This design comes from an exercise in tuning for small area, a short achievable clock period and few clock cycles per item on the open sky130 flow, not from production work. RTL that was checked went through simulation tests only; none was proved equivalent to the original. Power figures rest on the tool's default switching activity, not on a simulated workload.

v6:
// acc_correlator
module acc_correlator (
    input  wire        clk,
    input  wire        rst,              
    input  wire        cfg_valid,
    output wire        cfg_ready,
    input  wire [2:0]  cfg_op,
    input  wire [63:0] cfg_code,         
    input  wire [7:0]  cfg_len,
    input  wire [31:0] cfg_value,
    input  wire        cfg_detect_inv,
    input  wire        in_valid,
    output wire        in_ready,
    input  wire        in_bit,
    output wire        out_valid,
    output wire [2:0]  out_data,
    output wire        idle,
    output wire        configured,
    output wire        invert,
    output wire [5:0]  status,
    output wire        irq,
    output wire [15:0] bit_count,
    output wire [15:0] ambig_count,
    output wire [15:0] last_ambig_bit
);
Size in the first run: ~1200 cells after synthesis, about 180 I/O pins, ~15000 um2 of cells after synthesis.
clock: 10.0 ns
lec_check: 0
cap_margin: 20
core_margin: 2
core_utilization: 40
slew_margin: 20
run.sh (not shown) runs the stock make flow with config.mk's settings and CLKGATE_MAP_FILE= SYNTH_SCRIPT=/design/flow/synth_recipe.tcl, a recipe that flattens the netlist after the stock synthesis.
v6 finished every stage and its layout cleared the timing, DRC and antenna checks.
## Diff of input files: v7 against v6
diff --git a/flow/config.mk b/flow/config.mk
--- a/flow/config.mk
+++ b/flow/config.mk
@@ -10 +10,3 @@
-export CORE_UTILIZATION = 40
+export CORE_UTILIZATION = 60
+export PLACE_DENSITY = 0.7
+export SETUP_SLACK_MARGIN = 5
Findings:
- Against v6, v7 comes in 3.5 points higher on met3 track utilization from global routing.
- Total detailed-routing wirelength (v7 vs. v6) increases slightly
- [compare] base=v6 new=v7: register-to-register slack picked up an extra 0.88 ns; transition time of the tightest slew-check pin picked up an extra 0.072 ns; non-clock buffer count picked up an extra 26; final worst-path setup slack picked up an extra 0.88 ns; total power picked up an extra 5.8%.
- Share of the core filled with cells delta for v7 relative to v6: 26 points higher
- Critical path required time ended up 0.03 ns lower on v7 than on v6.
- The signed area change from the synthesized netlist to the final layout number comes out lower for v6 vs v7.
Function was not checked in any run of this note: the RTL went through the layout flow alone.

* * *

Another version of the RTL of acc_correlator (not shown whole).
Size: ~370 flip-flops, about 180 I/O pins.
export LEC_CHECK = 0
export CAP_MARGIN = 20
export CORE_MARGIN = 2
export CORE_UTILIZATION = 50
export PLACE_DENSITY = 0.75
export SLEW_MARGIN = 20
create_clock -name core_clock -period 10.0 [get_ports {clk}]
standard.sh (not shown) runs the stock make flow with config.mk's settings and CLKGATE_MAP_FILE= SYNTH_SCRIPT=/design/flow/synth_recipe.tcl, a recipe that flattens the netlist after the stock synthesis.
==> flow/flow/run.sh <==
#!/bin/bash
# The standard layout (standard.sh: standard synthesis, floorplan, power
# grid, placement, CTS, routing), with three layout choices:
#  - each port still gets its own buffer, a plain buf_1 instead of the default
#    delay buffer;
#  - clock tree synthesis without dummy loads;
set -euo pipefail
MARGIN=${MARGIN:-6.6}
bash standard.sh \
  "BUFFER_PORTS_ARGS=-buffer_cell sky130_fd_sc_hd__buf_1" \
  "CTS_ARGS=-sink_clustering_enable -repair_clock_nets -dont_use_dummy_load -sink_clustering_size 20 -sink_clustering_max_diameter 70 -buf_list {sky130_fd_sc_hd__clkbuf_8 sky130_fd_sc_hd__clkbuf_16}" \
  "SETUP_SLACK_MARGIN=$MARGIN" "TNS_END_PERCENT=100" \
  finish > flow_standard.log 2>&1
Testbench counts at the start, summed over its fixed seeds: cycles 32,024, items 32,000.
Rerun with:
--- a/flow/flow/run.sh
+++ b/flow/flow/run.sh
@@ -6,5 +6,5 @@
 #  - clock tree synthesis without dummy loads;
 set -euo pipefail
-MARGIN=${MARGIN:-6.6}
+MARGIN=${MARGIN:-6.4}
 bash standard.sh \
   "BUFFER_PORTS_ARGS=-buffer_cell sky130_fd_sc_hd__buf_1" \
CORE_UTILIZATION = 60   (was 50)
PLACE_DENSITY = 0.7   (was 0.75)
Worst setup slack loses 0.033 ns.
Core utilization climbs by 8.9 points.
Worst hold slack gains 0.024 ns.
Die area drops by about a fifth.
Final cell count drops by a few percent.
Count of clock-buffer cells in the layout climbs by 1.
Area after synthesis does not change.
Global-route usage climbs by 2.2 points.
Wire length drops by roughly a tenth.
Fmax drops slightly.
Clock power climbs slightly.
Rerun with:
--- a/flow/flow/run.sh
+++ b/flow/flow/run.sh
@@ -5,4 +5,5 @@
 #    delay buffer;
 #  - clock tree synthesis without dummy loads;
+#  - timing repair aimed at a larger setup margin;
 set -euo pipefail
 MARGIN=${MARGIN:-6.4}
@@ -10,4 +11,4 @@
   "BUFFER_PORTS_ARGS=-buffer_cell sky130_fd_sc_hd__buf_1" \
   "CTS_ARGS=-sink_clustering_enable -repair_clock_nets -dont_use_dummy_load -sink_clustering_size 20 -sink_clustering_max_diameter 70 -buf_list {sky130_fd_sc_hd__clkbuf_8 sky130_fd_sc_hd__clkbuf_16}" \
-  "SETUP_SLACK_MARGIN=$MARGIN" "TNS_END_PERCENT=100" \
+  "ADDER_MAP_FILE=" "SETUP_SLACK_MARGIN=$MARGIN" "TNS_END_PERCENT=100" \
   finish > flow_standard.log 2>&1
Final cell count rises by 15%.
Synthesized area came out higher by 5.4%.
Final area went up by 6.3%.
Utilization rises by 1.1 points.
Sequential share of layout area falls by 3.2 points.
Die area rose by 5.3%.

* * *

Another version of the RTL of acc_correlator (not shown whole).
For scale: roughly 1200 cells after synthesis, ~180 I/O pins, roughly 16000 sq um of cells after synthesis.
==> flow/config.mk <==
export PLATFORM = sky130hd
export DESIGN_NAME = acc_correlator
export DESIGN_NICKNAME = acc_correlator
export VERILOG_FILES = /design/flow/design.v
export SDC_FILE = /design/flow/constraint.sdc
export NUM_CORES = 4
export LEC_CHECK = 0
export CAP_MARGIN = 20
export CORE_MARGIN = 2
export CORE_UTILIZATION = 60
export PLACE_DENSITY = 0.7
export SLEW_MARGIN = 20
==> flow/constraint.sdc <==
create_clock -name core_clock -period 10.0 [get_ports {clk}]
set_input_delay 2.0000 -clock core_clock [delete_from_list [all_inputs] [get_ports {clk}]]
set_output_delay 2.0000 -clock core_clock [all_outputs]
set_load 0.01 [all_outputs]
==> flow/flow/run.sh <==
#!/bin/bash
# The standard layout (standard.sh: standard synthesis, floorplan, power
# grid, placement, CTS, routing), with three layout choices:
#  - each port still gets its own buffer, a plain buf_1 instead of the default
#    delay buffer;
#  - clock tree synthesis without dummy loads;
set -euo pipefail
MARGIN=${MARGIN:-6.8}
bash standard.sh \
  "BUFFER_PORTS_ARGS=-buffer_cell sky130_fd_sc_hd__buf_1" \
  "CTS_ARGS=-sink_clustering_enable -repair_clock_nets -dont_use_dummy_load -sink_clustering_size 20 -sink_clustering_max_diameter 70 -buf_list {sky130_fd_sc_hd__clkbuf_8 sky130_fd_sc_hd__clkbuf_16}" \
  "SETUP_SLACK_MARGIN=$MARGIN" "TNS_END_PERCENT=100" \
  finish > flow_standard.log 2>&1
The first run finished clean.
Testbench counts at the start, summed over its fixed seeds: cycles 32,024, items 32,000.
Rerun with:
--- a/flow/flow/run.sh
+++ b/flow/flow/run.sh
@@ -10,3 +10,3 @@
   "BUFFER_PORTS_ARGS=-buffer_cell sky130_fd_sc_hd__buf_1" \
-  "CTS_ARGS=-sink_clustering_enable -repair_clock_nets -dont_use_dummy_load -sink_clustering_size 20 -sink_clustering_max_diameter 70 -buf_list {sky130_fd_sc_hd__clkbuf_8 sky130_fd_sc_hd__clkbuf_16}" \
+  "CTS_ARGS=-sink_clustering_enable -repair_clock_nets -dont_use_dummy_load -sink_clustering_size 24 -sink_clustering_max_diameter 80 -buf_list {sky130_fd_sc_hd__clkbuf_16}" \
   "SETUP_SLACK_MARGIN=$MARGIN" "TNS_END_PERCENT=100" \
=> Register-to-register slack loses 0.04 ns; sequential power stays flat; global-route usage is about the same; worst setup slack loses 0.041 ns; combinational power rose by about 2%; power came out lower by 0.31%.

-- static timing again, ports no longer ideal --
The flow's constraints put no driver on any port. The routed layouts listed below were extracted and timed again, unchanged, in two steps. Step 1 sets driving cells, clkbuf_16 on the clock port and buf_2 on the other inputs (assumed; they add their load-dependent delay and slew). Step 2 also shifts input and output timing later by t, the mid clock arrival at the registers, as if the neighbouring blocks saw the same clock. Slacks: ideal / step 1 / step 2; pairs: ideal / step 1.
run | t, ns | setup slack, ns | hold slack, ns
v6 | 0.593 | 4.263 / 4.263 / 4.263 | 0.415 / 0.415 / 0.415
v7 | 0.570 | 5.147 / 5.147 / 5.147 | 0.415 / 0.415 / 0.415
the first run of note 2 | 0.566 | 6.440 / 6.440 / 6.152 | 0.380 / 0.380 / 0.380
the second run of note 2 | 0.564 | 6.407 / 6.407 / 5.996 | 0.403 / 0.403 / 0.403
the third run of note 2 | 0.579 | 6.399 / 6.399 / 5.999 | 0.412 / 0.412 / 0.412
the first run of note 3 | 0.571 | 6.484 / 6.484 / 6.239 | 0.403 / 0.403 / 0.403
the second run of note 3 | 0.569 | 6.444 / 6.444 / 6.226 | 0.422 / 0.422 / 0.422
After both steps setup and hold are still met in every run listed. The setup slack of the second run of note 2, which loses most, moves by 0.000 ns with the drivers and by -0.411 ns with both steps.
